This design comes from an exercise in tuning for small area, a short achievable clock period and few clock cycles per item on the open sky130 flow, not from production work.
At most, simulation tests tie the RTL to the original design; equivalence was not proved.
Function not checked in runs 2 and 4: the RTL went through the layout flow alone.
No activity file was given, so power comes from the tool's default toggle rates.

===== flow/config.mk =====
export PLATFORM = sky130hd
export DESIGN_NAME = map_unit
export DESIGN_NICKNAME = map_unit
export VERILOG_FILES = /design/flow/design.v
export SDC_FILE = /design/flow/constraint.sdc
export NUM_CORES = 4
export LEC_CHECK = 0
export CAP_MARGIN = 20
export CORE_MARGIN = 2
export CORE_UTILIZATION = 40
export CTS_CLUSTER_DIAMETER = 100
export CTS_CLUSTER_SIZE = 40
export SLEW_MARGIN = 20

===== flow/constraint.sdc =====
create_clock -name core_clock -period 10.0 [get_ports {clk}]
set_input_delay 2.0000 -clock core_clock [delete_from_list [all_inputs] [get_ports {clk}]]
set_output_delay 2.0000 -clock core_clock [all_outputs]
set_load 0.01 [all_outputs]

===== flow/design.v =====
module map_unit (
    input  wire        clk,
    input  wire        rst,
    input  wire        in_valid,
    output reg         in_ready,
    input  wire [15:0] isize,     
    input  wire [15:0] osize,     
    output reg         out_valid,
    output reg  [15:0] out_idx,
    output reg  [15:0] out_fnum,
    output reg         out_last,
    output reg         out_err
);
    reg         busy;           
    reg         div;            
    reg         p2;             
    reg         dvl, dvh;       
    reg         b;              
    reg  [15:0] q;              
    reg  [15:0] r;              
    reg  [15:0] nd;             
    reg  [15:0] cnt;            
    function [31:0] skl16;
        input [15:0] a, bb;
        reg   [15:0] g, p;
        integer l, j, m;
        begin
            g = a & bb;
            p = a ^ bb;
            for (l = 0; l < 4; l = l + 1)
                for (j = 0; j < 16; j = j + 1)
                    if ((j >> l) & 1) begin
                        m = ((j >> l) << l) - 1;
                        g[j] = g[j] | (p[j] & g[m]);
                        p[j] = p[j] & p[m];
                    end
            skl16 = {g, p};
        end
    endfunction
    wire [16:0] x   = {dvh ? out_fnum[15:8] : {1'b0, out_fnum[15:9]},
                       dvl ? {out_fnum[7:0], b} : out_fnum[8:0]};
    wire [17:0] t   = {1'b0, x} + {2'b01, nd} + 18'd1;    
    wire        c   = t[17];                              
    wire [31:0] sgp = skl16(out_fnum, r);
    wire [15:0] s   = (out_fnum ^ r) ^ {sgp[30:16], 1'b0};
    wire [15:0] z   = {dvh ? x[15:8] : s[15:8], dvl ? x[7:0] : s[7:0]};
    wire [15:0] fn  = c ? t[15:0] : z;
    wire [31:0] igp = skl16(out_idx, q);
    wire [15:0] ipx = out_idx ^ q;
    wire [15:0] ix0 = ipx ^ {igp[30:16], 1'b0};
    wire [15:0] ix1 = ipx ^ {igp[30:16] | igp[14:0], 1'b1};
    wire [15:0] ix  = c ? ix1 : ix0;           
    wire [15:0] above;                         
    assign above[15] = 1'b0;
    genvar k;
    generate
        for (k = 14; k >= 0; k = k - 1) begin : g_above
            assign above[k] = above[k+1] | r[k+1];
        end
    endgenerate
    wire [15:0] ptr = r & ~above;
    wire        bn  = |(q & {1'b0, ptr[15:1]});      
    wire        div_done = ~|r[15:1];
    wire        last_next = (cnt == 16'd2);
    reg  [15:0] cdec;
    reg         zb;
    integer m;
    always @(*) begin
        zb = 1'b1;
        for (m = 0; m < 16; m = m + 1) begin
            cdec[m] = cnt[m] ^ zb;
            zb      = zb & ~cnt[m];
        end
    end
    wire        in_zero = (isize == 16'd0) || (osize == 16'd0);
    wire        in_last = in_zero || (osize[15:1] == 15'd0);
    always @(posedge clk) begin
        if (rst) begin
            busy      <= 1'b0;
            in_ready  <= 1'b1;
            div       <= 1'b0;
            p2        <= 1'b0;
            dvl       <= 1'b0;
            dvh       <= 1'b0;
            out_valid <= 1'b0;
        end else if (!busy) begin
            out_valid <= in_valid;
            busy      <= in_valid;
            in_ready  <= ~in_valid;
            div       <= 1'b1;
            p2        <= 1'b0;
            dvl       <= 1'b1;
            dvh       <= 1'b1;
        end else if (div) begin
            out_valid <= div_done & ~out_last;
            if (out_last) begin
                busy     <= 1'b0;
                in_ready <= 1'b1;
                div      <= 1'b0;
                dvl      <= 1'b0;
                dvh      <= 1'b0;
            end else if (div_done) begin
                div      <= 1'b0;
                p2       <= ~last_next;
                dvl      <= ~last_next;
                dvh      <= ~last_next;
                busy     <= ~last_next;
                in_ready <= last_next;
            end
        end else begin
            out_valid <= 1'b1;
            p2        <= 1'b0;
            dvl       <= 1'b0;
            dvh       <= 1'b0;
            busy      <= ~last_next;
            in_ready  <= last_next;
        end
    end
    integer i;
    always @(posedge clk) begin
        if (!busy) begin
            out_idx  <= 16'd0;
            out_fnum <= 16'd0;
            out_last <= in_last;
            out_err  <= in_zero;
            b        <= 1'b1;              
            q        <= isize;
            r        <= isize;
            nd       <= ~osize;
            cnt      <= osize;
        end else if (div) begin
            for (i = 0; i < 16; i = i + 1)
                if (ptr[i]) begin
                    q[i]       <= c;
                    out_idx[i] <= c;
                end
            b        <= bn;
            r        <= div_done ? nd : {1'b0, r[15:1]};
            out_fnum <= fn;
            if (div_done) begin
                out_last <= last_next;
                cnt      <= cdec;
            end
        end else begin
            out_idx  <= ix;
            out_fnum <= fn;
            out_last <= last_next;
            cnt      <= cdec;
            if (p2) begin
                r  <= out_fnum;
                nd <= s;
            end
        end
    end
endmodule

===== flow/flow/run.sh =====
#!/bin/bash
set -euo pipefail
MARGIN=7
BUFCELL=sky130_fd_sc_hd__buf_2
sed -e 's/ SETUP_SLACK_MARGIN=[0-9.]*//' \
    -e "s/\"\${@:-finish}\"/SETUP_SLACK_MARGIN=$MARGIN BUFFER_PORTS_ARGS='-buffer_cell $BUFCELL' &/" \
    standard.sh > standard_margin.sh
bash standard_margin.sh > standard.log 2>&1

===== flow/standard.sh =====
#!/bin/bash
# synth_recipe.tcl (not shown) runs the flow's synth.tcl, then flattens the netlist and writes it again
# the make line also repeats each setting of config.mk as NAME=value (left out here)
make -C /OpenROAD-flow-scripts/flow DESIGN_CONFIG=/design/flow/config.mk WORK_HOME=/design/flow/orfs CLKGATE_MAP_FILE= SYNTH_SCRIPT=/design/flow/synth_recipe.tcl "${@:-finish}"

==> run summary, run 1 <==
# TYPE chip_impl_metric gauge
chip_impl_metric{name="power.share.combinational",unit="%"} 39.6
chip_impl_metric{name="die_height",unit="µm"} 138.3
chip_impl_metric{name="wl_per_cell",unit="µm"} 19.12
chip_impl_metric{name="worstMarginPinSlew",unit="ps"} 691.8
chip_impl_metric{name="cts_hold_buf",unit=""} 0
chip_impl_metric{name="core_area",unit="mm²"} 0.01784
chip_impl_metric{name="timing.max_slew.rel_slack",unit="%"} 53.88
chip_impl_metric{name="internal_power",unit="µW"} 991.4
chip_impl_metric{name="start_util",unit="%"} 40.44
chip_impl_metric{name="port_buffers",unit=""} 70
chip_impl_metric{name="worst_clock_skew",unit="ps"} 12.34
chip_impl_info{name="synthDominantAreaCellType",value="sky130_fd_sc_hd__edfxtp_1"} 1
chip_impl_metric{name="power_frac_clock",unit="%"} 21.8
chip_impl_metric{name="dieArea",unit="mm²"} 0.01913
chip_impl_metric{name="routed_via_count",unit=""} 6488
chip_impl_metric{name="placedInstanceArea",unit="mm²"} 0.007814
chip_impl_metric{name="synth_top_cell_area_share",unit="%"} 27.47
chip_impl_metric{name="antenna_cells",unit=""} 0
chip_impl_metric{name="drt_pre_antenna_iters",unit=""} 5
chip_impl_metric{name="grt_start_max_net_pins",unit=""} 51
chip_impl_metric{name="crit_path_max_fanout",unit=""} 2
chip_impl_info{name="timing.critical_path.to_type",value="flop"} 1
chip_impl_info{name="netlist_top_cells_area",value="sky130_fd_sc_hd__edfxtp_1 27%, sky130_fd_sc_hd__dfxtp_1 11%, sky130_fd_sc_hd__ha_1 11%, sky130_fd_sc_hd__o21ai_0 6.0%, sky130_fd_sc_hd__nand2_1 5.2%"} 1
chip_impl_metric{name="finalInstanceArea",unit="mm²"} 0.008867
chip_impl_info{name="hp-class",value="flop to flop"} 1
chip_impl_metric{name="finalSetupViolCount",unit=""} 0
chip_impl_info{name="critical_path_class",value="flop to flop"} 1
chip_impl_metric{name="whs",unit="ps"} 519.2
chip_impl_metric{name="instances_no_fill",unit=""} 1140
chip_impl_metric{name="ys_types",unit=""} 63
chip_impl_metric{name="post_layout_nets",unit=""} 1007
chip_impl_metric{name="initialDrtViolationCount",unit=""} 435
chip_impl_metric{name="ys_warn_count",unit=""} 1
chip_impl_metric{name="crit_arrival",unit="ps"} 3160
chip_impl_metric{name="h-tree-depth",unit=""} 3
chip_impl_metric{name="max_cap_violations",unit=""} 0
chip_impl_metric{name="gr-total-overflow",unit=""} 0
chip_impl_info{name="rsz0062_at_grt",value="true"} 1
chip_impl_metric{name="number_of_nets_in_the_synthesized_netlist",unit=""} 911
chip_impl_metric{name="achievable-frequency",unit="MHz"} 327.1
chip_impl_metric{name="detailed_place_hpwl",unit="µm"} 15160
chip_impl_metric{name="synth.cell_area",unit="mm²"} 0.007214
chip_impl_metric{name="final-hold-violation-count",unit=""} 0
chip_impl_metric{name="netlist_instances",unit=""} 810
chip_impl_info{name="clock_tree_from_tritoncts",value="yes"} 1
chip_impl_metric{name="dpl.cell_count",unit=""} 1081
chip_impl_metric{name="timing.final.ws_setup",unit="ps"} 6943
chip_impl_metric{name="area_growth_syn_to_layout",unit="%"} 22.91
chip_impl_metric{name="vias_per_cell",unit=""} 5.691
chip_impl_info{name="yosysMostFrequentCell",value="sky130_fd_sc_hd__nand2_1"} 1
chip_impl_metric{name="setup_tns_final",unit="ps"} 0
chip_impl_info{name="synth_commonest_cells",value="99 x sky130_fd_sc_hd__nand2_1, 87 x sky130_fd_sc_hd__o21ai_0, 66 x sky130_fd_sc_hd__edfxtp_1, 62 x sky130_fd_sc_hd__a21oi_1, 61 x sky130_fd_sc_hd__ha_1"} 1
chip_impl_metric{name="drc",unit=""} 0
chip_impl_metric{name="timing.final.crit_period",unit="ps"} 3057
chip_impl_info{name="synth_top_flop_cell",value="sky130_fd_sc_hd__edfxtp_1"} 1
chip_impl_metric{name="number_of_global_route_vias_before_repair",unit=""} 6080
chip_impl_metric{name="timing.final.max_slew_violations",unit=""} 0
chip_impl_metric{name="preCtsSetupSlack",unit="ps"} 5254
chip_impl_metric{name="grt_first_pass_wirelength",unit="µm"} 33410
chip_impl_metric{name="num_rows",unit=""} 49
chip_impl_metric{name="ir_worst_vdd",unit="mV"} 0.09152
chip_impl_metric{name="num_io_pins",unit=""} 71
chip_impl_metric{name="sw_frac_of_total",unit="%"} 38.41
chip_impl_metric{name="fp.dieW",unit="µm"} 138.3
chip_impl_info{name="critical_path.startpoint_type",value="flop"} 1
chip_impl_metric{name="syn_avg_cell_area",unit="µm²"} 8.907
chip_impl_info{name="status",value="complete, no violations"} 1
chip_impl_metric{name="initial_antenna_violation_count",unit=""} 0
chip_impl_metric{name="skew_pair_late_insertion_delay",unit="ps"} 370
chip_impl_metric{name="finalCritPeriodShare",unit="%"} 30.57
chip_impl_metric{name="postSynth.asyncResetShare",unit="%"} 0
chip_impl_metric{name="place.gp.congestion",unit=""} 0.9000
chip_impl_metric{name="numCtsBuffers",unit=""} 9
chip_impl_metric{name="detail-route-antenna-nets",unit=""} 0
chip_impl_info{name="clockRootBuffer",value="sky130_fd_sc_hd__clkbuf_16"} 1
chip_impl_metric{name="power_switching",unit="µW"} 618.2
chip_impl_metric{name="total_leakage_power",unit="µW"} 0.003781
chip_impl_metric{name="number_of_enable_flip_flop_cells_after_synthesis",unit=""} 66
chip_impl_metric{name="drive_above_1_share",unit="%"} 25.36
chip_impl_metric{name="power_density",unit="mW/mm²"} 181.5
chip_impl_metric{name="sequentialPowerShare",unit="%"} 38.5
chip_impl_metric{name="clock_sinks",unit=""} 105
chip_impl_metric{name="cp_data_required_time",unit="ps"} 10100
chip_impl_metric{name="ys_ff_latch",unit=""} 105
chip_impl_metric{name="grt_usage",unit="%"} 22.12
chip_impl_metric{name="cts_buffer_depth",unit=""} 2
chip_impl_metric{name="seq_area_frac_synth",unit="%"} 38.29
chip_impl_metric{name="drt-total-wl",unit="µm"} 21800
chip_impl_metric{name="clkTransAtPathRegs",unit="ps"} 70
==> per-stage QoR <==
| stage | util [%] | total power (µW) |
|---|---|---|
| CTS | 47.73 | 1538 |
| global route | 49.70 | 1704 |
| global placement | 43.80 | 1127 |
| detailed placement | 43.80 | 1137 |
| finish | 49.70 | 1610 |
| floorplan | - | 979.3 |
==> cells in the final DEF, fill, tap and decap left out, types with 5 or more instances in the layout <==
master                       n
sky130_fd_sc_hd__nand2_1    97
sky130_fd_sc_hd__o21ai_0    77
sky130_fd_sc_hd__buf_2      70
sky130_fd_sc_hd__edfxtp_1   66
sky130_fd_sc_hd__nor2_1     59
sky130_fd_sc_hd__a21oi_1    53
sky130_fd_sc_hd__ha_1       44
sky130_fd_sc_hd__inv_1      43
sky130_fd_sc_hd__buf_4      41
sky130_fd_sc_hd__a211oi_1   29
sky130_fd_sc_hd__a21o_1     21
sky130_fd_sc_hd__dfxtp_1    21
sky130_fd_sc_hd__xnor2_1    20
sky130_fd_sc_hd__nand3_1    19
sky130_fd_sc_hd__ha_4       16
sky130_fd_sc_hd__dfxtp_2    15
sky130_fd_sc_hd__xor2_1     13
sky130_fd_sc_hd__nor4_1     11
sky130_fd_sc_hd__clkbuf_16   9
sky130_fd_sc_hd__o211ai_1    8
sky130_fd_sc_hd__a21oi_2     8
sky130_fd_sc_hd__mux2i_1     8
sky130_fd_sc_hd__nand4_1     8
sky130_fd_sc_hd__nand3b_1    7
sky130_fd_sc_hd__nor3_1      6
sky130_fd_sc_hd__and3_1      6
sky130_fd_sc_hd__o21a_1      6
sky130_fd_sc_hd__o22ai_1     6
sky130_fd_sc_hd__nand2b_1    5
sky130_fd_sc_hd__mux2_2      5
sky130_fd_sc_hd__o21ai_1     5
sky130_fd_sc_hd__a31oi_1     5
==> final timing paths <==
check / startpoint / to / slack, ps / cells after the start
worst max-delay path: cnt[1]$_DFFE_PP_ / cnt[15]$_DFFE_PP_ / 6940 / 17
worst min-delay path: in_ready$_SDFFE_PP1P_ / in_ready$_SDFFE_PP1P_ / 520 / 1
worst max register to register: cnt[1]$_DFFE_PP_ / cnt[15]$_DFFE_PP_ / 6940 / 17
worst min register to register: in_ready$_SDFFE_PP1P_ / in_ready$_SDFFE_PP1P_ / 520 / 1
==> power groups by stage <==
stage | registers [µW] | logic, µW | clock network, µW
final | 620 | 638 | 352
after global routing | 627 | 705 | 372
after global placement | 628 | 499 | 0
after detailed placement | 630 | 507 | 0
after floorplan | 600 | 379 | 0
after CTS | 615 | 565 | 358
==> logic make-up after synthesis <==
group	after synthesis	synth area share, %
xor+xnor	35	4.249
compound gates	260	22.29
fa+ha+maj	66	11.97
simple gates	248	16.60
buf+inv	83	4.717
mux	13	1.890
flops	105	38.29
==> repair_timing <==
| item | in CTS | in global routing |
|---|---|---|
| gates resized for setup | 51 | 52 |
| buffers inserted | 20 | 22 |
| gates cloned | 1 | 0 |
| endpoints found under the setup margin | 98 | 40 |
| pin swaps | 8 | 29 |
==> area by class of cell <==
type,instances,area [µm²]
clock inverter,7,53.80
tap,229,286.5
multi-input combinational,623,4554
inverter,48,186.4
sequential,105,2793
fill,1696,8974
clock buffer,9,225.2
timing repair buffer,119,768.2
==> routing by layer <==
metal	wire (µm)	vias to the layer above	global-route usage (%)
li1	-	3184	-
met1	10260	3082	31.20
met2	9987	194	35.17
met3	1154	28	4.468
met4	402	0	5.156
met5	0	-	0
==> sequential cells by signal, indices dropped and copies added (netlist names) <==
name / count
in_ready: 1
out_fnum: 16
q: 16
cnt: 16
div: 1
out_last: 1
out_err: 1
busy: 1
nd: 16
dvl: 1
out_valid: 1
p2: 1
b: 1
r: 16
out_idx: 16
==> critical path, stage by stage, from the launching register on <==
cell and delay (ps):
sky130_fd_sc_hd__edfxtp_1 370, sky130_fd_sc_hd__inv_2 60, sky130_fd_sc_hd__ha_4 160, sky130_fd_sc_hd__ha_4 160, sky130_fd_sc_hd__ha_4 150, sky130_fd_sc_hd__ha_4 150, sky130_fd_sc_hd__ha_4 150, sky130_fd_sc_hd__ha_4 160
sky130_fd_sc_hd__ha_4 160, sky130_fd_sc_hd__ha_4 150, sky130_fd_sc_hd__ha_4 150, sky130_fd_sc_hd__ha_4 150, sky130_fd_sc_hd__ha_4 150, sky130_fd_sc_hd__ha_4 150, sky130_fd_sc_hd__ha_4 150, sky130_fd_sc_hd__ha_4 150
sky130_fd_sc_hd__xnor2_2 120, sky130_fd_sc_hd__a21oi_1 80
Testbench counts, summed over its fixed seeds: cycles 12,028, items 10,186.
==> inputs of run 2 (changes only) <==
--- a/flow/design.v
+++ b/flow/design.v
@@ -141,3 +141,3 @@
                 out_last <= last_next;
-                cnt      <= cdec;
+                cnt      <= cnt - 16'd1;
             end
@@ -147,3 +147,3 @@
             out_last <= last_next;
-            cnt      <= cdec;
+            cnt      <= cnt - 16'd1;
             if (p2) begin
--- a/flow/config.mk
+++ b/flow/config.mk
@@ -10,4 +10,2 @@
 export CORE_UTILIZATION = 40
-export CTS_CLUSTER_DIAMETER = 100
-export CTS_CLUSTER_SIZE = 40
 export SLEW_MARGIN = 20
==> run summary, run 2 <==
# TYPE chip_impl_metric gauge
chip_impl_metric{name="die_height",unit="µm"} 139.9
chip_impl_metric{name="number_of_enable_flip_flop_cells_after_synthesis",unit=""} 66
chip_impl_metric{name="skew_pair_late_insertion_delay",unit="ps"} 370
chip_impl_metric{name="routed_via_count",unit=""} 6766
chip_impl_metric{name="netlist_instances",unit=""} 831
chip_impl_info{name="rsz0062_at_grt",value="true"} 1
chip_impl_metric{name="power.share.combinational",unit="%"} 48.7
chip_impl_metric{name="vias_per_cell",unit=""} 5.823
chip_impl_metric{name="cts_buffer_depth",unit=""} 2
chip_impl_metric{name="ys_warn_count",unit=""} 1
chip_impl_metric{name="antenna_cells",unit=""} 0
chip_impl_metric{name="core_area",unit="mm²"} 0.01802
chip_impl_metric{name="seq_area_frac_synth",unit="%"} 37.42
chip_impl_info{name="mostFrequentLayoutCell",value="sky130_fd_sc_hd__nor2_1"} 1
chip_impl_metric{name="detailed_place_hpwl",unit="µm"} 15280
chip_impl_metric{name="syn_avg_cell_area",unit="µm²"} 8.883
chip_impl_metric{name="grt_first_pass_wirelength",unit="µm"} 35060
chip_impl_metric{name="numCtsBuffers",unit=""} 9
chip_impl_info{name="critical_path.startpoint_type",value="flop"} 1
chip_impl_metric{name="timing.final.crit_period",unit="ps"} 3179
chip_impl_metric{name="sequentialPowerShare",unit="%"} 31.9
chip_impl_metric{name="final-hold-violation-count",unit=""} 0
chip_impl_metric{name="synth-adder-area-share",unit="%"} 9.492
chip_impl_metric{name="ir_worst_vdd",unit="mV"} 0.1145
chip_impl_metric{name="post_synth_and_or_nand_nor_area_fraction",unit="%"} 16.98
chip_impl_metric{name="finalSetupViolCount",unit=""} 0
chip_impl_metric{name="drt-total-wl",unit="µm"} 23070
chip_impl_metric{name="synth_xor_xnor_area_share",unit="%"} 4.390
chip_impl_metric{name="initialDrtViolationCount",unit=""} 563
chip_impl_info{name="synth_top_flop_cell",value="sky130_fd_sc_hd__edfxtp_1"} 1
chip_impl_metric{name="wl_per_cell",unit="µm"} 19.85
chip_impl_metric{name="drc",unit=""} 0
chip_impl_metric{name="preCtsSetupSlack",unit="ps"} 6057
chip_impl_metric{name="grt_usage",unit="%"} 22.73
chip_impl_metric{name="grt_start_max_net_pins",unit=""} 61
chip_impl_metric{name="postSynth.asyncResetShare",unit="%"} 0
chip_impl_metric{name="area_growth_syn_to_layout",unit="%"} 24.64
chip_impl_metric{name="setup_tns_final",unit="ps"} 0
chip_impl_metric{name="synth.cell_area",unit="mm²"} 0.007382
chip_impl_metric{name="timing.final.ws_setup",unit="ps"} 6821
chip_impl_metric{name="number_of_nets_in_the_synthesized_netlist",unit=""} 919
chip_impl_info{name="netlist_top_cells_area",value="sky130_fd_sc_hd__edfxtp_1 27%, sky130_fd_sc_hd__dfxtp_1 11%, sky130_fd_sc_hd__ha_1 8.1%, sky130_fd_sc_hd__a21oi_1 5.4%, sky130_fd_sc_hd__nor2_1 4.3%"} 1
chip_impl_metric{name="port_buffers",unit=""} 70
chip_impl_metric{name="post_layout_nets",unit=""} 1016
chip_impl_metric{name="drt_pre_antenna_iters",unit=""} 5
chip_impl_info{name="hp-class",value="flop to flop"} 1
chip_impl_metric{name="ys_ff_latch",unit=""} 105
chip_impl_metric{name="achievable-frequency",unit="MHz"} 314.5
chip_impl_metric{name="ys_types",unit=""} 65
chip_impl_info{name="synthDominantAreaCellType",value="sky130_fd_sc_hd__edfxtp_1"} 1
chip_impl_metric{name="synthesized_area_fraction_occupied_by_ao_oa_aoi_and_oai_cells",unit="%"} 24.14
chip_impl_metric{name="start_util",unit="%"} 40.96
chip_impl_metric{name="power_frac_clock",unit="%"} 19.4
chip_impl_metric{name="crit_path_max_fanout",unit=""} 6
chip_impl_metric{name="drive_above_1_share",unit="%"} 25.29
chip_impl_metric{name="muxShareOfSynthArea",unit="%"} 3.712
chip_impl_metric{name="worst_clock_skew",unit="ps"} 10.53
chip_impl_metric{name="total_leakage_power",unit="µW"} 0.003794
chip_impl_metric{name="synth_top_cell_area_share",unit="%"} 26.85
chip_impl_metric{name="detail-route-antenna-nets",unit=""} 0
chip_impl_metric{name="finalInstanceArea",unit="mm²"} 0.009201
chip_impl_metric{name="timing.max_slew.rel_slack",unit="%"} 32.96
chip_impl_info{name="yosysMostFrequentCell",value="sky130_fd_sc_hd__nor2_1"} 1
chip_impl_metric{name="crit_arrival",unit="ps"} 3450
chip_impl_info{name="timing.critical_path.to_type",value="flop"} 1
chip_impl_info{name="combinational_family_with_the_most_area_after_synthesis",value="compound AO/OA/AOI/OAI gates"} 1
chip_impl_metric{name="place.gp.congestion",unit=""} 0.9333
chip_impl_info{name="critical_path_class",value="flop to flop"} 1
chip_impl_metric{name="whs",unit="ps"} 466.3
chip_impl_metric{name="worstMarginPinSlew",unit="ps"} 1004
chip_impl_metric{name="h-tree-depth",unit=""} 3
chip_impl_info{name="synth_commonest_cells",value="84 x sky130_fd_sc_hd__nor2_1, 79 x sky130_fd_sc_hd__a21oi_1, 72 x sky130_fd_sc_hd__nand2_1, 66 x sky130_fd_sc_hd__edfxtp_1, 57 x sky130_fd_sc_hd__o21ai_0"} 1
chip_impl_metric{name="finalCritPeriodShare",unit="%"} 31.79
chip_impl_metric{name="fp.dieW",unit="µm"} 139.9
chip_impl_metric{name="number_of_global_route_vias_before_repair",unit=""} 6465
chip_impl_metric{name="clock_sinks",unit=""} 105
chip_impl_metric{name="max_cap_violations",unit=""} 0
chip_impl_metric{name="sw_frac_of_total",unit="%"} 40.07
chip_impl_metric{name="num_rows",unit=""} 49
chip_impl_info{name="status",value="complete, no violations"} 1
chip_impl_metric{name="cp_data_required_time",unit="ps"} 10270
chip_impl_metric{name="clkTransAtPathRegs",unit="ps"} 80
chip_impl_metric{name="initial_antenna_violation_count",unit=""} 0
chip_impl_metric{name="dieArea",unit="mm²"} 0.01956
chip_impl_metric{name="power_switching",unit="µW"} 851.7
chip_impl_metric{name="power_density",unit="mW/mm²"} 231.0
chip_impl_info{name="layout.cells.most_common_list",value="82 x sky130_fd_sc_hd__nor2_1, 74 x sky130_fd_sc_hd__a21oi_1, 70 x sky130_fd_sc_hd__buf_2"} 1
chip_impl_metric{name="internal_power",unit="µW"} 1274
chip_impl_info{name="clock_tree_from_tritoncts",value="yes"} 1
chip_impl_metric{name="timing.final.max_slew_violations",unit=""} 0
chip_impl_info{name="clockRootBuffer",value="sky130_fd_sc_hd__clkbuf_16"} 1
chip_impl_metric{name="placedInstanceArea",unit="mm²"} 0.007944
chip_impl_metric{name="cts_hold_buf",unit=""} 0
chip_impl_metric{name="num_io_pins",unit=""} 71
chip_impl_metric{name="gr-total-overflow",unit=""} 0
run 2: cell types whose count changed in the layout (fill, tap and decap cells not counted), sizes merged, moves of 6 or more:
cell,delta
o21ai,-30
nand2,-25
nor2,+25
a21oi,+17
nor3,+17
o21a,+15
ha,-13
inv,-13
a211oi,-9
a21o,+8
mux2i,+7
mux2,+6
nand3b,-6
nor2b,+6
run 2: final timing paths:
path	start	to	slack, ps	depth (start not counted)
max	dvl$_SDFFE_PP0P_	out_idx[12]$_SDFFE_PN0P_	6820	13
min	in_ready$_SDFFE_PP1P_	in_ready$_SDFFE_PP1P_	470	2
max reg2reg	dvl$_SDFFE_PP0P_	out_idx[12]$_SDFFE_PN0P_	6820	13
min reg2reg	in_ready$_SDFFE_PP1P_	in_ready$_SDFFE_PP1P_	470	2
run 2: stage by stage:
stage          power (µW)  std cells  utilization [%]
2_1_floorplan        1241        831                -
3_3_place_gp         1452       1093            44.07
3_5_place_dp         1460       1093            44.07
4_1_cts              1982       1129            48.74
5_1_grt              2254       1162            51.05
6_report             2126       1162            51.05
run 2: kinds of logic after synthesis:
group                      after synthesis
xor gates and xnor gates                37
DFF                                    105
muxes                                   26
AOI/OAI and AO/OA                      276
and+or+nand+nor                        260
adders and majority gates               53
buffers and inverters                   74
run 2: layer usage:
| metal | wire length [µm] | global-route usage, % |
|---|---|---|
| met4 | 278 | 5.368 |
| met1 | 10410 | 30.92 |
| met2 | 10970 | 37.15 |
| met3 | 1413 | 4.921 |
| met5 | 0 | 0 |
run 2: worst max-delay path, stage by stage, from the launching register on:
cell	delay, ps
sky130_fd_sc_hd__dfxtp_4	410
sky130_fd_sc_hd__buf_12	140
sky130_fd_sc_hd__mux2_4	310
sky130_fd_sc_hd__ha_4	250
sky130_fd_sc_hd__a21oi_4	130
sky130_fd_sc_hd__o211ai_1	100
sky130_fd_sc_hd__a221o_2	450
sky130_fd_sc_hd__nor3_4	250
sky130_fd_sc_hd__a211oi_4	110
sky130_fd_sc_hd__o21ai_2	130
sky130_fd_sc_hd__buf_6	150
sky130_fd_sc_hd__a211oi_2	70
sky130_fd_sc_hd__or3_1	340
sky130_fd_sc_hd__a31o_2	230
run 2: layout make-up:
cell class	instances	area (µm²)
clock buffer	9	225.2
clock inverter	7	111.4
fill	1704	8823
inverter	33	123.9
multi-input combinational	654	4767
sequential	105	2789
tap	229	286.5
timing repair buffer	125	898.4
run 2: power groups by stage:
stage / registers (µW) / logic [µW] / clock network [µW]
after floorplan: 647 / 594 / 0
after global placement: 680 / 772 / 0
after detailed placement: 679 / 781 / 0
after CTS: 676 / 890 / 415
after global routing: 691 / 1130 / 430
final: 679 / 1040 / 412
run 2: what timing repair did:
| action | CTS | global route |
|---|---|---|
| resized for setup | 63 | 40 |
| pin swaps | 12 | 23 |
| setup endpoints to repair | 100 | 46 |
| gates cloned | 3 | 3 |
| buffers inserted | 17 | 30 |
==> inputs of run 3 (changes only) <==
--- a/flow/design.v
+++ b/flow/design.v
@@ -141,3 +141,3 @@
                 out_last <= last_next;
-                cnt      <= cnt - 16'd1;
+                cnt      <= cdec;
             end
@@ -147,3 +147,3 @@
             out_last <= last_next;
-            cnt      <= cnt - 16'd1;
+            cnt      <= cdec;
             if (p2) begin
--- a/flow/config.mk
+++ b/flow/config.mk
@@ -7,5 +7,5 @@
 export LEC_CHECK = 0
-export CAP_MARGIN = 20
+export CAP_MARGIN = 0
 export CORE_MARGIN = 2
 export CORE_UTILIZATION = 40
-export SLEW_MARGIN = 20
+export SLEW_MARGIN = 0
==> run summary, run 3 <==
# TYPE chip_impl_metric gauge
chip_impl_metric{name="finalSetupViolCount",unit=""} 0
chip_impl_metric{name="num_rows",unit=""} 49
chip_impl_metric{name="max_cap_violations",unit=""} 0
chip_impl_metric{name="ys_ff_latch",unit=""} 105
chip_impl_info{name="layout.cells.most_common_list",value="97 x sky130_fd_sc_hd__nand2_1, 77 x sky130_fd_sc_hd__o21ai_0, 70 x sky130_fd_sc_hd__buf_2"} 1
chip_impl_metric{name="die_height",unit="µm"} 138.3
chip_impl_metric{name="number_of_global_route_vias_before_repair",unit=""} 6080
chip_impl_info{name="rsz0062_at_grt",value="true"} 1
chip_impl_metric{name="clkTransAtPathRegs",unit="ps"} 70
chip_impl_metric{name="final-hold-violation-count",unit=""} 0
chip_impl_metric{name="worst_clock_skew",unit="ps"} 12.34
chip_impl_metric{name="gr-total-overflow",unit=""} 0
chip_impl_metric{name="antenna_cells",unit=""} 0
chip_impl_metric{name="area_growth_syn_to_layout",unit="%"} 22.91
chip_impl_info{name="mostFrequentLayoutCell",value="sky130_fd_sc_hd__nand2_1"} 1
chip_impl_metric{name="number_of_nets_in_the_synthesized_netlist",unit=""} 911
chip_impl_metric{name="layout.filler_cells",unit=""} 1696
chip_impl_metric{name="power",unit="µW"} 1610
chip_impl_metric{name="port_buffers",unit=""} 70
chip_impl_metric{name="initial_antenna_violation_count",unit=""} 0
chip_impl_metric{name="cts_buffer_depth",unit=""} 2
chip_impl_metric{name="area.sequential",unit="mm²"} 0.002793
chip_impl_metric{name="detail-route-antenna-nets",unit=""} 0
chip_impl_metric{name="post_layout_nets",unit=""} 1007
chip_impl_metric{name="initialDrtViolationCount",unit=""} 435
chip_impl_metric{name="number_of_enable_flip_flop_cells_after_synthesis",unit=""} 66
chip_impl_metric{name="ys_warn_count",unit=""} 1
chip_impl_metric{name="syn_avg_cell_area",unit="µm²"} 8.907
chip_impl_info{name="hp-class",value="flop to flop"} 1
chip_impl_metric{name="timing.final.max_slew_violations",unit=""} 0
chip_impl_info{name="critical_path_class",value="flop to flop"} 1
chip_impl_metric{name="worstMarginPinSlew",unit="ps"} 691.8
chip_impl_metric{name="place.gp.congestion",unit=""} 0.9000
chip_impl_metric{name="timing.final.crit_period",unit="ps"} 3057
chip_impl_metric{name="power_density",unit="mW/mm²"} 181.5
chip_impl_metric{name="drc",unit=""} 0
chip_impl_info{name="netlist_top_cells_area",value="sky130_fd_sc_hd__edfxtp_1 27%, sky130_fd_sc_hd__dfxtp_1 11%, sky130_fd_sc_hd__ha_1 11%, sky130_fd_sc_hd__o21ai_0 6.0%, sky130_fd_sc_hd__nand2_1 5.2%"} 1
chip_impl_metric{name="netlist_instances",unit=""} 810
chip_impl_metric{name="vias_per_cell",unit=""} 5.691
chip_impl_metric{name="achievable-frequency",unit="MHz"} 327.1
chip_impl_info{name="synth_commonest_cells",value="99 x sky130_fd_sc_hd__nand2_1, 87 x sky130_fd_sc_hd__o21ai_0, 66 x sky130_fd_sc_hd__edfxtp_1, 62 x sky130_fd_sc_hd__a21oi_1, 61 x sky130_fd_sc_hd__ha_1"} 1
chip_impl_metric{name="wl_per_cell",unit="µm"} 19.12
chip_impl_metric{name="timing.max_slew.rel_slack",unit="%"} 53.88
chip_impl_metric{name="skew_pair_late_insertion_delay",unit="ps"} 370
chip_impl_metric{name="seq_area_frac_synth",unit="%"} 38.29
chip_impl_info{name="timing.critical_path.to_type",value="flop"} 1
chip_impl_metric{name="cts_hold_buf",unit=""} 0
chip_impl_metric{name="dieArea",unit="mm²"} 0.01913
chip_impl_metric{name="numCtsBuffers",unit=""} 9
chip_impl_metric{name="fp.dieW",unit="µm"} 138.3
chip_impl_metric{name="num_io_pins",unit=""} 71
chip_impl_metric{name="drt_pre_antenna_iters",unit=""} 5
chip_impl_metric{name="placedInstanceArea",unit="mm²"} 0.007814
chip_impl_info{name="yosysMostFrequentCell",value="sky130_fd_sc_hd__nand2_1"} 1
chip_impl_metric{name="clock_sinks",unit=""} 105
chip_impl_metric{name="postSynth.asyncResetShare",unit="%"} 0
chip_impl_metric{name="multi_input_comb_area",unit="mm²"} 0.004554
chip_impl_metric{name="grt_usage",unit="%"} 22.12
chip_impl_info{name="clock_tree_from_tritoncts",value="yes"} 1
chip_impl_metric{name="drive_above_1_share",unit="%"} 25.36
chip_impl_info{name="status",value="complete, no violations"} 1
chip_impl_metric{name="grt_start_max_net_pins",unit=""} 51
chip_impl_metric{name="crit_path_max_fanout",unit=""} 2
chip_impl_info{name="synth_top_flop_cell",value="sky130_fd_sc_hd__edfxtp_1"} 1
chip_impl_metric{name="grt_first_pass_wirelength",unit="µm"} 33410
chip_impl_metric{name="instances_no_fill",unit=""} 1140
chip_impl_metric{name="total_leakage_power",unit="µW"} 0.003781
chip_impl_metric{name="synth_top_cell_area_share",unit="%"} 27.47
chip_impl_info{name="synthDominantAreaCellType",value="sky130_fd_sc_hd__edfxtp_1"} 1
chip_impl_metric{name="crit_arrival",unit="ps"} 3160
chip_impl_metric{name="setup_tns_final",unit="ps"} 0
chip_impl_metric{name="finalInstanceArea",unit="mm²"} 0.008867
chip_impl_metric{name="drt-total-wl",unit="µm"} 21800
chip_impl_metric{name="cp_data_required_time",unit="ps"} 10100
chip_impl_metric{name="dpl.cell_count",unit=""} 1081
chip_impl_metric{name="finalCritPeriodShare",unit="%"} 30.57
chip_impl_metric{name="ys_types",unit=""} 63
chip_impl_metric{name="core_area",unit="mm²"} 0.01784
chip_impl_metric{name="synth.cell_area",unit="mm²"} 0.007214
chip_impl_metric{name="ir_worst_vdd",unit="mV"} 0.09152
chip_impl_metric{name="routed_via_count",unit=""} 6488
chip_impl_metric{name="h-tree-depth",unit=""} 3
chip_impl_metric{name="detailed_place_hpwl",unit="µm"} 15160
chip_impl_metric{name="start_util",unit="%"} 40.44
chip_impl_info{name="critical_path.startpoint_type",value="flop"} 1
chip_impl_info{name="clockRootBuffer",value="sky130_fd_sc_hd__clkbuf_16"} 1
-- run 3: changes by cell type in the layout (fill, tap and decap cells not counted), moves of 14 or more --
| cell | change |
|---|---|
| sky130_fd_sc_hd__a21oi_1 | -21 |
| sky130_fd_sc_hd__nand2_1 | +30 |
| sky130_fd_sc_hd__nor2_1 | -23 |
| sky130_fd_sc_hd__nor3_1 | -14 |
| sky130_fd_sc_hd__o21a_1 | -16 |
| sky130_fd_sc_hd__o21ai_0 | +29 |
-- run 3: path summary, 6_finish.rpt --
path / startpoint / end / slack (ps) / cells after the start
setup / recovery: cnt[1]$_DFFE_PP_ / cnt[15]$_DFFE_PP_ / 6940 / 17
hold / removal: in_ready$_SDFFE_PP1P_ / in_ready$_SDFFE_PP1P_ / 520 / 1
setup reg to reg: cnt[1]$_DFFE_PP_ / cnt[15]$_DFFE_PP_ / 6940 / 17
hold reg to reg: in_ready$_SDFFE_PP1P_ / in_ready$_SDFFE_PP1P_ / 520 / 1
-- run 3: layout make-up --
cell class | instances | area share, %
inverter | 48 | 2.102
clock buffer | 9 | 2.540
tap | 229 | 3.231
multi-input combinational | 623 | 51.36
sequential | 105 | 31.49
timing repair buffer | 119 | 8.664
clock inverter | 7 | 0.6067
-- run 3: per-stage QoR --
stage	util [%]	setup WS, ps	hold slack (ps)
CTS	47.73	6958	515.9
global placement	43.80	5428	493.3
detailed placement	43.80	5254	498.4
floorplan	-	6961	461.1
global route	49.70	6834	539.5
finish	49.70	6943	519.2
-- run 3: power breakdown --
part / switching [µW] / leakage [µW] / internal [µW]
logic: 358 / 0.00263 / 280
clock network: 180 / 0.000136 / 172
registers: 80.4 / 0.00102 / 540
total: 618 / 0.00378 / 991
-- run 3: cells by family (layout without fill, tap and decap cells) --
group,after synthesis,count (layout),synth area share (%)
and+or+nand+nor,248,248,16.60
adders and majority gates,66,66,11.97
DFF,105,105,38.29
buffers and inverters,83,183,4.717
AOI/OAI and AO/OA,260,261,22.29
xor gates and xnor gates,35,35,4.249
muxes,13,13,1.890
-- run 3: routing by layer --
layer	vias to the layer above	track usage (%)	wire length, µm
li1	3184	-	-
met2	194	35.17	9987
met4	0	5.156	402
met1	3082	31.20	10260
met5	-	0	0
met3	28	4.468	1154
-- run 3: what timing repair did --
action,in CTS,in global routing
cloned,1,0
setup endpoints to repair,98,40
endpoints found under the hold margin,0,0
gates resized for setup,51,52
setup buffers,20,22
pin swaps,8,29
-- run 3: worst max-delay path, stage by stage, from the launching register on --
cell,delay (ps)
sky130_fd_sc_hd__edfxtp_1,370
sky130_fd_sc_hd__inv_2,60
sky130_fd_sc_hd__ha_4,160
sky130_fd_sc_hd__ha_4,160
sky130_fd_sc_hd__ha_4,150
sky130_fd_sc_hd__ha_4,150
sky130_fd_sc_hd__ha_4,150
sky130_fd_sc_hd__ha_4,160
sky130_fd_sc_hd__ha_4,160
sky130_fd_sc_hd__ha_4,150
sky130_fd_sc_hd__ha_4,150
sky130_fd_sc_hd__ha_4,150
sky130_fd_sc_hd__ha_4,150
sky130_fd_sc_hd__ha_4,150
sky130_fd_sc_hd__ha_4,150
sky130_fd_sc_hd__ha_4,150
sky130_fd_sc_hd__xnor2_2,120
sky130_fd_sc_hd__a21oi_1,80
Testbench counts of run 3, summed over its fixed seeds: cycles 12,028, items 10,186.
==> inputs of run 4 (changes only) <==
--- a/flow/design.v
+++ b/flow/design.v
@@ -4,3 +4,3 @@
     input  wire        in_valid,
-    output reg         in_ready,
+    output wire        in_ready,
     input  wire [15:0] isize,     
@@ -14,2 +14,3 @@
     reg         busy;           
+    assign in_ready = ~busy;
     reg         div;            
@@ -79,3 +80,2 @@
             busy      <= 1'b0;
-            in_ready  <= 1'b1;
             div       <= 1'b0;
@@ -88,3 +88,2 @@
             busy      <= in_valid;
-            in_ready  <= ~in_valid;
             div       <= 1'b1;
@@ -97,3 +96,2 @@
                 busy     <= 1'b0;
-                in_ready <= 1'b1;
                 div      <= 1'b0;
@@ -107,3 +105,2 @@
                 busy     <= ~last_next;
-                in_ready <= last_next;
             end
@@ -115,3 +112,2 @@
             busy      <= ~last_next;
-            in_ready  <= last_next;
         end
--- a/flow/config.mk
+++ b/flow/config.mk
@@ -7,5 +7,5 @@
 export LEC_CHECK = 0
-export CAP_MARGIN = 0
+export CAP_MARGIN = 20
 export CORE_MARGIN = 2
 export CORE_UTILIZATION = 40
-export SLEW_MARGIN = 0
+export SLEW_MARGIN = 20
==> run summary, run 4 <==
# TYPE chip_impl_metric gauge
chip_impl_info{name="yosysMostFrequentCell",value="sky130_fd_sc_hd__nor2_1"} 1
chip_impl_metric{name="h-tree-depth",unit=""} 3
chip_impl_metric{name="routed_via_count",unit=""} 7005
chip_impl_info{name="hp-class",value="flop to flop"} 1
chip_impl_metric{name="num_rows",unit=""} 49
chip_impl_metric{name="timing.final.crit_period",unit="ps"} 3048
chip_impl_metric{name="numCtsBuffers",unit=""} 9
chip_impl_info{name="synth_top_flop_cell",value="sky130_fd_sc_hd__edfxtp_1"} 1
chip_impl_metric{name="synth.cell_area",unit="mm²"} 0.007317
chip_impl_info{name="critical_path_class",value="flop to flop"} 1
chip_impl_metric{name="timing.final.max_slew_violations",unit=""} 0
chip_impl_metric{name="wl_per_cell",unit="µm"} 21.83
chip_impl_metric{name="place.gp.congestion",unit=""} 0.8566
chip_impl_metric{name="finalCritPeriodShare",unit="%"} 30.48
chip_impl_metric{name="detailed_place_hpwl",unit="µm"} 16010
chip_impl_metric{name="port_buffers",unit=""} 70
chip_impl_metric{name="finalSetupViolCount",unit=""} 0
chip_impl_metric{name="initialDrtViolationCount",unit=""} 673
chip_impl_info{name="path_delay_family",value="compound AO/OA/AOI/OAI gates"} 1
chip_impl_metric{name="grt_first_pass_wirelength",unit="µm"} 37190
chip_impl_metric{name="syn_avg_cell_area",unit="µm²"} 9.158
chip_impl_metric{name="num_io_pins",unit=""} 71
chip_impl_metric{name="area_growth_syn_to_layout",unit="%"} 30.34
chip_impl_metric{name="drive_above_1_share",unit="%"} 30.03
chip_impl_metric{name="crit_arrival",unit="ps"} 3270
chip_impl_metric{name="grt_start_max_net_pins",unit=""} 55
chip_impl_metric{name="gr-total-overflow",unit=""} 0
chip_impl_metric{name="number_of_nets_in_the_synthesized_netlist",unit=""} 900
chip_impl_metric{name="crit_path_max_fanout",unit=""} 8
chip_impl_metric{name="worstMarginPinSlew",unit="ps"} 838.5
chip_impl_metric{name="grt_usage",unit="%"} 24.70
chip_impl_metric{name="number_of_global_route_vias_before_repair",unit=""} 6368
chip_impl_metric{name="cts_hold_buf",unit=""} 0
chip_impl_metric{name="achievable-frequency",unit="MHz"} 328.1
chip_impl_metric{name="ys_warn_count",unit=""} 1
chip_impl_metric{name="clock_sinks",unit=""} 104
chip_impl_metric{name="post_layout_nets",unit=""} 1025
chip_impl_metric{name="antenna_cells",unit=""} 0
chip_impl_metric{name="detail-route-antenna-nets",unit=""} 0
chip_impl_metric{name="drt_pre_antenna_iters",unit=""} 5
chip_impl_info{name="path_cells",value="buf_12, buf_4, nand2_1, o21ai_0, ha_1, a21oi_2, o21ai_4, a221o_1, nor2b_1, o211ai_1, o211ai_1, buf_4, nor4_2, nor4_2"} 1
chip_impl_info{name="crit_path_top_delay_cell",value="sky130_fd_sc_hd__dfxtp_4"} 1
chip_impl_metric{name="fp.dieW",unit="µm"} 139.3
chip_impl_metric{name="netlist_instances",unit=""} 799
chip_impl_metric{name="area.sequential",unit="mm²"} 0.002768
chip_impl_info{name="clock_tree_from_tritoncts",value="yes"} 1
chip_impl_metric{name="ys_types",unit=""} 61
chip_impl_info{name="layout.cells.most_common_list",value="69 x sky130_fd_sc_hd__buf_2, 66 x sky130_fd_sc_hd__edfxtp_1, 66 x sky130_fd_sc_hd__buf_4"} 1
chip_impl_metric{name="setup_tns_final",unit="ps"} 0
chip_impl_metric{name="cp_num_buf_inv",unit=""} 3
chip_impl_info{name="rsz0062_at_grt",value="true"} 1
chip_impl_metric{name="layout.filler_cells",unit=""} 1587
chip_impl_info{name="timing.critical_path.to_type",value="flop"} 1
chip_impl_metric{name="finalInstanceArea",unit="mm²"} 0.009537
chip_impl_info{name="critical_path.startpoint_type",value="flop"} 1
chip_impl_metric{name="critical_path_cell_count",unit=""} 14
chip_impl_metric{name="max_cap_violations",unit=""} 0
chip_impl_metric{name="critPathMaxStageDelay",unit="ps"} 400
chip_impl_info{name="synthDominantAreaCellType",value="sky130_fd_sc_hd__edfxtp_1"} 1
chip_impl_metric{name="core_area",unit="mm²"} 0.01796
chip_impl_metric{name="ir_worst_vdd",unit="mV"} 0.1058
chip_impl_metric{name="multi_input_comb_area",unit="mm²"} 0.004875
chip_impl_metric{name="ys_ff_latch",unit=""} 104
chip_impl_metric{name="cp_data_required_time",unit="ps"} 10220
chip_impl_metric{name="vias_per_cell",unit=""} 6.049
chip_impl_metric{name="post-route-util",unit="%"} 53.09
chip_impl_metric{name="die_height",unit="µm"} 139.3
chip_impl_metric{name="dieArea",unit="mm²"} 0.01939
chip_impl_metric{name="postSynth.asyncResetShare",unit="%"} 0
chip_impl_metric{name="placedInstanceArea",unit="mm²"} 0.008003
chip_impl_metric{name="start_util",unit="%"} 40.73
chip_impl_info{name="clockRootBuffer",value="sky130_fd_sc_hd__clkbuf_16"} 1
chip_impl_metric{name="worst_r2r_path_depth",unit=""} 14
chip_impl_metric{name="power_density",unit="mW/mm²"} 190.4
chip_impl_info{name="netlist_top_cells_area",value="sky130_fd_sc_hd__edfxtp_1 27%, sky130_fd_sc_hd__ha_1 10%, sky130_fd_sc_hd__dfxtp_1 10%, sky130_fd_sc_hd__a21oi_1 4.6%, sky130_fd_sc_hd__a211oi_1 3.9%"} 1
chip_impl_metric{name="timing.max_slew.rel_slack",unit="%"} 44.10
chip_impl_info{name="synth_commonest_cells",value="69 x sky130_fd_sc_hd__nor2_1, 67 x sky130_fd_sc_hd__a21oi_1, 66 x sky130_fd_sc_hd__edfxtp_1, 61 x sky130_fd_sc_hd__ha_1, 54 x sky130_fd_sc_hd__nand2_1"} 1
chip_impl_metric{name="worstHoldPathCells",unit=""} 2
chip_impl_metric{name="cts_buffer_depth",unit=""} 2
chip_impl_metric{name="clkTransAtPathRegs",unit="ps"} 70
chip_impl_metric{name="rrSetupSlack",unit="ps"} 6950
chip_impl_metric{name="worst_clock_skew",unit="ps"} 12.80
chip_impl_metric{name="initial_antenna_violation_count",unit=""} 0
chip_impl_metric{name="number_of_enable_flip_flop_cells_after_synthesis",unit=""} 66
chip_impl_info{name="status",value="complete, no violations"} 1
chip_impl_metric{name="drc",unit=""} 0
chip_impl_metric{name="drt-total-wl",unit="µm"} 25280
chip_impl_metric{name="total_leakage_power",unit="µW"} 0.004023
chip_impl_metric{name="synth_top_cell_area_share",unit="%"} 27.09
chip_impl_metric{name="skew_pair_late_insertion_delay",unit="ps"} 360
chip_impl_info{name="mostFrequentLayoutCell",value="sky130_fd_sc_hd__buf_2"} 1
chip_impl_metric{name="final-hold-violation-count",unit=""} 0
chip_impl_metric{name="seq_area_frac_synth",unit="%"} 37.48
[run 4: final timing paths]
check / start / endpoint
min: b$_SDFFE_PN1P_ / b$_SDFFE_PN1P_
max reg2reg: dvl$_SDFFE_PP0P_ / out_idx[15]$_SDFFE_PN0P_
max: dvl$_SDFFE_PP0P_ / out_idx[15]$_SDFFE_PN0P_
min reg2reg: b$_SDFFE_PN1P_ / b$_SDFFE_PN1P_
[run 4: per-stage QoR]
step	setup slack, ps	total power (µW)	std cells	hold slack [ps]
2_1_floorplan	7005	1045	799	459.7
3_3_place_gp	5973	1215	1065	491.7
3_5_place_dp	5829	1221	1065	492.3
4_1_cts	6841	1682	1107	510.3
5_1_grt	6800	1912	1158	569.0
6_report	6952	1816	1158	546.4
[run 4: area by class of cell]
cell class	count	share of cell area (%)
Clock buffer	10	2.401
Clock inverter	6	0.9578
Inverter	44	1.916
Multi-Input combinational cell	616	51.12
Sequential cell	104	29.02
Tap cell	229	3.004
Timing Repair Buffer	149	11.58
[run 4: power by group]
part           leakage, µW  switching, µW  internal, µW
sequential         0.00100           83.7           539
combinational      0.00287            442           351
clock             0.000152            178           222
[run 4: worst reg2reg max path: cells and delay by family, from the launching register on]
| family | cells | cell delay (ps) |
|---|---|---|
| and+or+nand+nor | 4 | 590 |
| adders and majority gates | 1 | 230 |
| DFF | 1 | 400 |
| buffers and inverters | 3 | 450 |
| AOI/OAI and AO/OA | 6 | 1240 |
[run 4: cells by family (layout without fill, tap and decap cells)]
kind of cell	after synthesis	after routing	share of synthesized area [%]
adder cells (fa/ha/maj)	66	66	11.80
flip-flops	104	104	37.48
XOR/XNOR	32	32	3.830
buffers and inverters	82	209	4.360
AND/OR/NAND/NOR	221	224	14.93
multiplexers	28	28	3.967
AO/OA/AOI/OAI	266	266	23.63
[run 4: repair_timing]
item | in CTS | in global routing
resized for setup | 52 | 76
hold endpoints to repair | 0 | 0
endpoints found under the setup margin | 101 | 88
pin swaps | 14 | 36
setup buffers | 21 | 50
gates cloned | 5 | 1
[run 4: metal layers]
| layer | part of all wire, % | track usage [%] | up-vias |
|---|---|---|---|
| li1 | - | - | 3254 |
| met5 | 0 | 0 | - |
| met2 | 47 | 39.19 | 259 |
| met3 | 5.6 | 2.684 | 67 |
| met1 | 44 | 34.32 | 3425 |
| met4 | 4.0 | 10.58 | 0 |
==> inputs of run 5 (changes only) <==
--- a/flow/design.v
+++ b/flow/design.v
@@ -4,3 +4,3 @@
     input  wire        in_valid,
-    output wire        in_ready,
+    output reg         in_ready,
     input  wire [15:0] isize,     
@@ -14,3 +14,2 @@
     reg         busy;           
-    assign in_ready = ~busy;
     reg         div;            
@@ -80,2 +79,3 @@
             busy      <= 1'b0;
+            in_ready  <= 1'b1;
             div       <= 1'b0;
@@ -88,2 +88,3 @@
             busy      <= in_valid;
+            in_ready  <= ~in_valid;
             div       <= 1'b1;
@@ -96,2 +97,3 @@
                 busy     <= 1'b0;
+                in_ready <= 1'b1;
                 div      <= 1'b0;
@@ -105,2 +107,3 @@
                 busy     <= ~last_next;
+                in_ready <= last_next;
             end
@@ -112,2 +115,3 @@
             busy      <= ~last_next;
+            in_ready  <= last_next;
         end
==> flow/run.sh (new file) <==
#!/bin/bash
# synth_recipe.tcl (not shown) runs the flow's synth.tcl, then flattens the netlist and writes it again
# the make line also repeats each setting of config.mk as NAME=value (left out here)
make -C /OpenROAD-flow-scripts/flow DESIGN_CONFIG=/design/flow/config.mk WORK_HOME=/design/flow/orfs CLKGATE_MAP_FILE= SYNTH_SCRIPT=/design/flow/synth_recipe.tcl finish
--- a/flow/config.mk
+++ b/flow/config.mk
@@ -10,2 +10,3 @@
 export CORE_UTILIZATION = 40
+export SETUP_SLACK_MARGIN = 5
 export SLEW_MARGIN = 20
removed: flow/flow/run.sh
removed: flow/standard.sh
==> run summary, run 5 <==
# TYPE chip_impl_metric gauge
chip_impl_info{name="status",value="complete, no violations"} 1
chip_impl_metric{name="internal_power",unit="µW"} 1000
chip_impl_metric{name="drc",unit=""} 0
chip_impl_info{name="synth_commonest_cells",value="99 x sky130_fd_sc_hd__nand2_1, 87 x sky130_fd_sc_hd__o21ai_0, 66 x sky130_fd_sc_hd__edfxtp_1, 62 x sky130_fd_sc_hd__a21oi_1, 61 x sky130_fd_sc_hd__ha_1"} 1
chip_impl_metric{name="layout.filler_cells",unit=""} 1748
chip_impl_metric{name="total_leakage_power",unit="µW"} 0.003475
chip_impl_metric{name="seq_area_frac_synth",unit="%"} 38.29
chip_impl_metric{name="achievable-frequency",unit="MHz"} 238.8
chip_impl_metric{name="number_of_enable_flip_flop_cells_after_synthesis",unit=""} 66
chip_impl_metric{name="cts_hold_buf",unit=""} 0
chip_impl_info{name="critical_path_class",value="flop to flop"} 1
chip_impl_metric{name="power.share.combinational",unit="%"} 34.8
chip_impl_metric{name="detail-route-antenna-nets",unit=""} 0
chip_impl_metric{name="sequentialPowerShare",unit="%"} 39.8
chip_impl_info{name="yosysMostFrequentCell",value="sky130_fd_sc_hd__nand2_1"} 1
chip_impl_metric{name="max_cap_violations",unit=""} 0
chip_impl_metric{name="grt_start_max_net_pins",unit=""} 49
chip_impl_metric{name="number_of_nets_in_the_synthesized_netlist",unit=""} 911
chip_impl_metric{name="ys_types",unit=""} 63
chip_impl_metric{name="worst_clock_skew",unit="ps"} 7.591
chip_impl_metric{name="antenna_cells",unit=""} 0
chip_impl_metric{name="power",unit="µW"} 1551
chip_impl_metric{name="initial_antenna_violation_count",unit=""} 0
chip_impl_info{name="timing.critical_path.to_type",value="flop"} 1
chip_impl_metric{name="power_density",unit="mW/mm²"} 184.0
chip_impl_metric{name="crit_path_max_fanout",unit=""} 32
chip_impl_metric{name="sw_frac_of_total",unit="%"} 35.49
chip_impl_metric{name="h-tree-depth",unit=""} 3
chip_impl_metric{name="port_buffers",unit=""} 70
chip_impl_metric{name="num_io_pins",unit=""} 71
chip_impl_metric{name="drt_pre_antenna_iters",unit=""} 5
chip_impl_info{name="clock_tree_from_tritoncts",value="yes"} 1
chip_impl_metric{name="ir_worst_vdd",unit="mV"} 0.1016
chip_impl_metric{name="timing.max_slew.rel_slack",unit="%"} 40.93
chip_impl_metric{name="worstMarginPinSlew",unit="ps"} 886.0
chip_impl_metric{name="synth.cell_area",unit="mm²"} 0.007214
chip_impl_metric{name="power_frac_clock",unit="%"} 25.5
chip_impl_metric{name="drt-total-wl",unit="µm"} 19920
chip_impl_metric{name="initialDrtViolationCount",unit=""} 512
chip_impl_metric{name="crit_arrival",unit="ps"} 4490
chip_impl_info{name="rsz0062_at_grt",value="false"} 1
chip_impl_metric{name="finalSetupViolCount",unit=""} 0
chip_impl_metric{name="timing.final.crit_period",unit="ps"} 4188
chip_impl_metric{name="syn_avg_cell_area",unit="µm²"} 8.907
chip_impl_metric{name="worstHoldPathCells",unit=""} 1
chip_impl_metric{name="timing.final.max_slew_violations",unit=""} 0
chip_impl_info{name="hp-class",value="flop to flop"} 1
chip_impl_metric{name="area_growth_syn_to_layout",unit="%"} 16.81
chip_impl_metric{name="synth_top_cell_area_share",unit="%"} 27.47
chip_impl_metric{name="skew_pair_late_insertion_delay",unit="ps"} 360
chip_impl_metric{name="wl_per_cell",unit="µm"} 18.15
chip_impl_metric{name="finalCritPeriodShare",unit="%"} 41.88
chip_impl_info{name="netlist_top_cells_area",value="sky130_fd_sc_hd__edfxtp_1 27%, sky130_fd_sc_hd__dfxtp_1 11%, sky130_fd_sc_hd__ha_1 11%, sky130_fd_sc_hd__o21ai_0 6.0%, sky130_fd_sc_hd__nand2_1 5.2%"} 1
chip_impl_metric{name="ys_ff_latch",unit=""} 105
chip_impl_metric{name="cp_data_required_time",unit="ps"} 10300
chip_impl_info{name="mostFrequentLayoutCell",value="sky130_fd_sc_hd__nand2_1"} 1
chip_impl_info{name="layout.cells.most_common_list",value="99 x sky130_fd_sc_hd__nand2_1, 87 x sky130_fd_sc_hd__o21ai_0, 70 x sky130_fd_sc_hd__clkdlybuf4s50_1"} 1
chip_impl_metric{name="gr-total-overflow",unit=""} 0
chip_impl_info{name="critical_path.startpoint_type",value="flop"} 1
chip_impl_metric{name="netlist_instances",unit=""} 810
chip_impl_metric{name="numCtsBuffers",unit=""} 9
chip_impl_metric{name="final-hold-violation-count",unit=""} 0
chip_impl_metric{name="grt_first_pass_wirelength",unit="µm"} 32110
chip_impl_metric{name="worst_r2r_path_depth",unit=""} 10
chip_impl_info{name="synth_top_flop_cell",value="sky130_fd_sc_hd__edfxtp_1"} 1
chip_impl_metric{name="die_height",unit="µm"} 138.3
chip_impl_metric{name="drive_above_1_share",unit="%"} 5.300
chip_impl_metric{name="clkTransAtPathRegs",unit="ps"} 70
chip_impl_metric{name="routed_via_count",unit=""} 6218
chip_impl_metric{name="place.gp.congestion",unit=""} 0.8855
chip_impl_metric{name="ys_warn_count",unit=""} 1
chip_impl_info{name="clockRootBuffer",value="sky130_fd_sc_hd__clkbuf_16"} 1
chip_impl_metric{name="setup_tns_final",unit="ps"} 0
chip_impl_metric{name="dieArea",unit="mm²"} 0.01913
chip_impl_metric{name="vias_per_cell",unit=""} 5.668
chip_impl_metric{name="power_switching",unit="µW"} 550.2
chip_impl_metric{name="clock_sinks",unit=""} 105
chip_impl_metric{name="post_layout_nets",unit=""} 965
chip_impl_metric{name="grt_usage",unit="%"} 21.18
chip_impl_metric{name="fp.dieW",unit="µm"} 138.3
chip_impl_metric{name="cts_resized",unit=""} 0
chip_impl_info{name="synthDominantAreaCellType",value="sky130_fd_sc_hd__edfxtp_1"} 1
chip_impl_metric{name="cts_buffer_depth",unit=""} 2
chip_impl_metric{name="postSynth.asyncResetShare",unit="%"} 0
chip_impl_metric{name="detailed_place_hpwl",unit="µm"} 15060
chip_impl_metric{name="core_area",unit="mm²"} 0.01784
chip_impl_metric{name="start_util",unit="%"} 40.44
chip_impl_metric{name="post_cts_setup_buffer_count",unit=""} 0
chip_impl_metric{name="num_rows",unit=""} 49
chip_impl_metric{name="number_of_global_route_vias_before_repair",unit=""} 5827
==> run 5: cell types whose count changed after synthesis, sizes merged, moves of 5 or more <==
cell    change
clkbuf      -5
nand2      +44
mux2i      -12
a211oi      -6
nand3       +6
xnor2       +7
nor3       -14
o21ai      +43
a31oi       -5
a21oi       -5
a21o       -13
nor2       -10
o21a       -16
==> run 5: worst paths after layout <==
kind	slack (ps)	to	start
setup / recovery	5810	out_fnum[13]$_SDFF_PN0_	dvl$_SDFFE_PP0P_
hold / removal	500	in_ready$_SDFFE_PP1P_	in_ready$_SDFFE_PP1P_
setup reg to reg	5810	out_fnum[13]$_SDFF_PN0_	dvl$_SDFFE_PP0P_
hold reg to reg	500	in_ready$_SDFFE_PP1P_	in_ready$_SDFFE_PP1P_
==> run 5: layout make-up <==
type	instances	area [µm²]	share of cell area, %
well taps	229	286.5	3.400
repair buffers	78	760.7	9.027
multi-input cells	622	4115	48.83
inverters	48	180.2	2.138
clock inverters	4	77.57	0.9206
flip-flops and latches	105	2764	32.80
clock buffers	11	242.7	2.880
==> run 5: metal layers <==
layer / track usage (%) / routed length (µm)
met5: 0 / 0
met4: 4.726 / 298
met3: 4.087 / 999
met2: 32.99 / 8959
met1: 30.65 / 9658
==> run 5: per-stage QoR <==
step	setup WS, ps	area, µm²	utilization (%)	std cells	hold slack [ps]
6_report	5812	8427	47.23	1097	502.0
5_1_grt	5516	8427	47.23	1097	536.9
4_1_cts	5813	8427	47.23	1097	509.9
3_5_place_dp	5830	8107	45.44	1082	493.5
3_3_place_gp	5909	8107	45.44	1082	485.4
2_1_floorplan	6744	7214	-	810	461.1
==> run 5: worst max-delay path, cell delays in order (launching register included) <==
cell,delay (ps)
sky130_fd_sc_hd__dfxtp_1,310
sky130_fd_sc_hd__buf_4,310
sky130_fd_sc_hd__mux2_2,380
sky130_fd_sc_hd__ha_1,330
sky130_fd_sc_hd__and3_1,260
sky130_fd_sc_hd__and3_1,190
sky130_fd_sc_hd__o311a_1,260
sky130_fd_sc_hd__o21a_1,740
sky130_fd_sc_hd__nand2_1,610
sky130_fd_sc_hd__or4_1,620
sky130_fd_sc_hd__nand3_1,90
==> run 5: power by group through the flow <==
| stage | clock network (µW) | logic [µW] | registers [µW] |
|---|---|---|---|
| 2_1_floorplan | 0 | 377 | 600 |
| 3_3_place_gp | 0 | 528 | 625 |
| 3_5_place_dp | 0 | 536 | 625 |
| 4_1_cts | 403 | 539 | 615 |
| 5_1_grt | 416 | 603 | 626 |
| 6_report | 395 | 539 | 616 |
==> run 5: kinds of logic after synthesis <==
kind of cell,Yosys count,synth area share [%]
fa+ha+maj,66,11.97
xor+xnor,35,4.249
buf+inv,83,4.717
mux,13,1.890
simple gates,248,16.60
compound gates,260,22.29
flops,105,38.29
Testbench counts of run 5, summed over its fixed seeds: cycles 12,028, items 10,186.

## afterwards: timing with drivers on the ports
Ports are ideal in the flow. The routed layouts listed here were re-timed in OpenROAD.
Step 1, drivers: a clkbuf_16 drives clk and a buf_2 each remaining input, both assumed.
Step 2 times the ports against the registers' clock, not the clock port: input delays grow and output delays shrink by t, the midpoint of the rising clock arrivals with the driver on.
Three values: no drivers, after step 1, after step 2; two values: the first two.
| run | t (ns) | setup WS [ns] | worst data-port slew with drivers (ns) |
|---|---|---|---|
| run 1 | 0.407 | 6.943 / 6.943 / 6.675 | 0.03 |
| run 2 | 0.407 | 6.821 / 6.821 / 6.685 | 0.03 |
| run 3 | 0.407 | 6.943 / 6.943 / 6.675 | 0.03 |
| run 4 | 0.404 | 6.952 / 6.952 / 6.611 | 0.04 |
| run 5 | 0.401 | 5.812 / 5.812 / 5.812 | 0.03 |
After both steps setup and hold are still met in every run listed. For run 4, which loses most, drivers alone change the setup slack by 0.000 ns; drivers and shift together by -0.341 ns.
